Context: an optimization exercise on an open-source flow, tuned for small area, a short achievable clock period and few clock cycles per item. The choices shown serve that exercise and are no tape-out recipe.

run A:
==> flow/design.v <==
module plc_crc32_word (
    input  wire [31:0] x,
    output reg  [31:0] y
);
    integer i;
    always @* begin
        y = x;
        for (i = 0; i < 32; i = i + 1) begin
            if (y[0])
                y = (y >> 1) ^ 32'hEDB88320;
            else
                y = y >> 1;
        end
    end
endmodule
module plc_blk_tx (
    input  wire        clk,
    input  wire        rst,
    input  wire        cmd_valid,
    output wire        cmd_ready,
    input  wire [15:0] cmd_ssn,
    input  wire [8:0]  cmd_boff,
    input  wire        cmd_bflag,
    input  wire        cmd_long,
    input  wire        in_valid,
    output wire        in_ready,
    input  wire [31:0] in_data,
    output reg         out_valid,
    input  wire        out_ready,
    output reg  [31:0] out_data,
    output reg         out_last
);
    localparam P_CMD  = 2'd0;   
    localparam P_BODY = 2'd1;   
    localparam P_TAIL = 2'd2;   
    reg [1:0]  phase;
    reg [6:0]  cnt;         
    reg [31:0] x;           
    reg [31:0] s_data;      
    reg        s_valid;
    reg        cmd_rdy;
    reg        in_rdy;
    wire [31:0] mx;
    plc_crc32_word u_crc (.x(x), .y(mx));
    wire [31:0] hdr = {3'b000, 1'b0, cmd_bflag, 1'b0, 1'b1,
                       (cmd_bflag ? cmd_boff : 9'd0), cmd_ssn};
    assign cmd_ready = cmd_rdy;
    assign in_ready  = in_rdy;
    wire cmd_fire = cmd_valid && cmd_rdy;
    wire in_fire  = in_valid && in_rdy;
    wire acc      = cmd_fire || in_fire;
    wire [31:0] acc_word = in_rdy ? in_data : hdr;
    wire r_free = !out_valid || out_ready;
    wire tail_go = (phase == P_TAIL) && !s_valid && r_free;
    reg  [1:0] phase_n;
    reg        s_valid_n;
    always @* begin
        phase_n = phase;
        if (cmd_fire)
            phase_n = P_BODY;
        else if (in_fire && cnt == 7'd0)
            phase_n = P_TAIL;
        else if (tail_go)
            phase_n = P_CMD;
        s_valid_n = s_valid ? !r_free : (acc && !r_free);
    end
    always @(posedge clk) begin
        if (rst) begin
            phase     <= P_CMD;
            cnt       <= 7'd0;
            x         <= 32'd0;
            s_data    <= 32'd0;
            s_valid   <= 1'b0;
            cmd_rdy   <= 1'b1;
            in_rdy    <= 1'b0;
            out_valid <= 1'b0;
            out_data  <= 32'd0;
            out_last  <= 1'b0;
        end else begin
            phase   <= phase_n;
            s_valid <= s_valid_n;
            cmd_rdy <= (phase_n == P_CMD) && !s_valid_n;
            in_rdy  <= (phase_n == P_BODY) && !s_valid_n;
            if (cmd_fire)
                cnt <= cmd_long ? 7'd127 : 7'd31;
            else if (in_fire)
                cnt <= cnt - 7'd1;
            if (acc)
                x <= (in_rdy ? mx : 32'hFFFFFFFF) ^ acc_word;
            if (acc && !r_free)
                s_data <= acc_word;
            if (r_free) begin
                if (s_valid) begin
                    out_valid <= 1'b1;
                    out_data  <= s_data;
                    out_last  <= 1'b0;
                end else if (acc) begin
                    out_valid <= 1'b1;
                    out_data  <= acc_word;
                    out_last  <= 1'b0;
                end else if (phase == P_TAIL) begin
                    out_valid <= 1'b1;
                    out_data  <= ~mx;
                    out_last  <= 1'b1;
                end else begin
                    out_valid <= 1'b0;
                end
            end
        end
    end
endmodule
module plc_blk_rx (
    input  wire        clk,
    input  wire        rst,
    input  wire        in_valid,
    output wire        in_ready,
    input  wire [31:0] in_data,
    input  wire        in_long,
    output reg         res_valid,
    input  wire        res_ready,
    output reg         res_ok,
    output reg         res_fmterr,
    output reg  [31:0] res_hdr
);
    reg        hdr_ph;      
    reg [7:0]  cnt;         
    reg [31:0] x;           
    reg        blong;
    reg        hdr_pend;    
    reg        in_rdy;
    wire [31:0] mx;
    plc_crc32_word u_crc (.x(x), .y(mx));
    assign in_ready = in_rdy;
    wire fire     = in_valid && in_rdy;
    wire hdr_fire = fire && hdr_ph;
    wire chk_fire = fire && !hdr_ph && (cnt == 8'd0);
    wire slot_free = !res_valid || res_ready;
    wire hdr_take  = (hdr_fire || hdr_pend) && slot_free;
    wire hdr_ph_n    = hdr_fire ? 1'b0 : (chk_fire ? 1'b1 : hdr_ph);
    wire [7:0] cnt_n = hdr_fire ? (in_long ? 8'd128 : 8'd32) :
                       (fire ? cnt - 8'd1 : cnt);
    wire hdr_pend_n  = (hdr_fire || hdr_pend) && !slot_free;
    wire res_valid_n = chk_fire || (res_valid && !res_ready);
    always @(posedge clk) begin
        if (rst) begin
            hdr_ph     <= 1'b1;
            cnt        <= 8'd0;
            x          <= 32'd0;
            blong      <= 1'b0;
            hdr_pend   <= 1'b0;
            in_rdy     <= 1'b1;
            res_valid  <= 1'b0;
            res_ok     <= 1'b0;
            res_fmterr <= 1'b0;
            res_hdr    <= 32'd0;
        end else begin
            hdr_ph    <= hdr_ph_n;
            cnt       <= cnt_n;
            hdr_pend  <= hdr_pend_n;
            res_valid <= res_valid_n;
            in_rdy    <= !hdr_pend_n &&
                         !(res_valid_n && !hdr_ph_n && cnt_n == 8'd0);
            if (fire)
                x <= (hdr_ph ? 32'hFFFFFFFF : mx) ^ in_data;
            if (hdr_fire)
                blong <= in_long;
            if (hdr_take)
                res_hdr <= hdr_pend ? ~x : in_data;
            if (chk_fire) begin
                res_ok     <= &(mx ^ in_data);
                res_fmterr <= res_hdr[27] && !blong &&
                              (res_hdr[24] || res_hdr[23]);
            end
        end
    end
endmodule
module plc_blk_codec (
    input  wire        clk,
    input  wire        rst,
    input  wire        tx_cmd_valid,
    output wire        tx_cmd_ready,
    input  wire [15:0] tx_cmd_ssn,
    input  wire [8:0]  tx_cmd_boff,
    input  wire        tx_cmd_bflag,
    input  wire        tx_cmd_long,
    input  wire        tx_in_valid,
    output wire        tx_in_ready,
    input  wire [31:0] tx_in_data,
    output wire        tx_out_valid,
    input  wire        tx_out_ready,
    output wire [31:0] tx_out_data,
    output wire        tx_out_last,
    input  wire        rx_in_valid,
    output wire        rx_in_ready,
    input  wire [31:0] rx_in_data,
    input  wire        rx_in_long,
    output wire        rx_res_valid,
    input  wire        rx_res_ready,
    output wire        rx_res_ok,
    output wire        rx_res_fmterr,
    output wire [31:0] rx_res_hdr
);
    plc_blk_tx u_tx (
        .clk(clk), .rst(rst),
        .cmd_valid(tx_cmd_valid), .cmd_ready(tx_cmd_ready),
        .cmd_ssn(tx_cmd_ssn), .cmd_boff(tx_cmd_boff),
        .cmd_bflag(tx_cmd_bflag), .cmd_long(tx_cmd_long),
        .in_valid(tx_in_valid), .in_ready(tx_in_ready), .in_data(tx_in_data),
        .out_valid(tx_out_valid), .out_ready(tx_out_ready),
        .out_data(tx_out_data), .out_last(tx_out_last)
    );
    plc_blk_rx u_rx (
        .clk(clk), .rst(rst),
        .in_valid(rx_in_valid), .in_ready(rx_in_ready),
        .in_data(rx_in_data), .in_long(rx_in_long),
        .res_valid(rx_res_valid), .res_ready(rx_res_ready),
        .res_ok(rx_res_ok), .res_fmterr(rx_res_fmterr), .res_hdr(rx_res_hdr)
    );
endmodule
clock: 5.0 ns
lec_check: 0
abc_clock_period_in_ps: 1800
cap_margin: 20
core_margin: 2
core_utilization: 40
place_density: 0.6
setup_slack_margin: 3.0
slew_margin: 20
run.sh (not shown) runs the stock make flow with config.mk's settings and CLKGATE_MAP_FILE= SYNTH_SCRIPT=/design/flow/synth_recipe.tcl, a recipe that flattens the netlist after the stock synthesis.
Here is what was changed in the inputs of run B compared with run A.
==> flow/config.mk <==
export PLATFORM = sky130hd
export DESIGN_NAME = plc_blk_codec
export DESIGN_NICKNAME = plc_blk_codec
export VERILOG_FILES = /design/flow/design.v
export SDC_FILE = /design/flow/constraint.sdc
export NUM_CORES = 4
export LEC_CHECK = 0
export CAP_MARGIN = 20
export CORE_MARGIN = 2
export CORE_UTILIZATION = 40
export PLACE_DENSITY = 0.6
export SLEW_MARGIN = 20
==> comparison <==
As far as core area goes, run B and run A are indistinguishable; the numbers are identical.
Timing, DRC, antenna: 0 failures across run A and run B
[compare] base=run A new=run B: period utilization higher, final cell count lost 351, setup slack lower.
Compared with run A, run B shows a post-route met1 wirelength that is 14% lower.
Summary — antenna diode instance count, run B relative to run A: higher, by 1.
Taking run A as the reference point, the wire length of run B falls by 17 mm.
[inputs] run C vs run B
-- flow/config.mk --
<<< run B, line 6
export NUM_CORES = 4
export LEC_CHECK = 0
export CAP_MARGIN = 20
export CORE_MARGIN = 2
export CORE_UTILIZATION = 40
export PLACE_DENSITY = 0.6
export SLEW_MARGIN = 20
>>> run C, line 6
export NUM_CORES = 4
export LEC_CHECK = 0
export ABC_CLOCK_PERIOD_IN_PS = 2200
export CAP_MARGIN = 20
export CORE_MARGIN = 2
export CORE_UTILIZATION = 40
export PLACE_DENSITY = 0.6
export SETUP_SLACK_MARGIN = 2.6
export SLEW_MARGIN = 20
### Flow results
[compare] base=run B new=run C: slack of the critical path grew by 0.92 ns; total wirelength of the detailed-routed design increased by about 23% relative to the old numbers.
No run of this note included a check of the RTL's function; only the layout flow was run.

==> re-timing with driven ports <==
In the flow no input, the clock included, has a driving cell. The finished layouts below were timed again as built, in two steps.
Step 1 (the two cells are an assumption about what drives the block):
set clk [get_ports {clk}]
set_driving_cell -lib_cell sky130_fd_sc_hd__clkbuf_16 $clk
set_driving_cell -lib_cell sky130_fd_sc_hd__buf_2 [delete_from_list [all_inputs] $clk]
Step 2 times the ports against the registers' clock, not the clock port: input delays grow and output delays shrink by t, the midpoint of the rising clock arrivals with the driver on.
Three values: ideal ports, drivers, drivers and shift; two values: the first two.
| run | shift t [ns] | setup WS [ns] | latest minus earliest clock arrival (ns) |
|---|---|---|---|
| run A | 0.522 | 1.159 / 1.159 / 0.872 | 0.014 / 0.013 |
| run B | 0.508 | 0.304 / 0.304 / 0.304 | 0.017 / 0.017 |
| run C | 0.518 | 1.228 / 1.228 / 0.887 | 0.020 / 0.021 |
After both steps every run listed still meets setup and hold. The setup slack of run C, which loses most, moves by 0.000 ns with the drivers and by -0.341 ns with both steps.
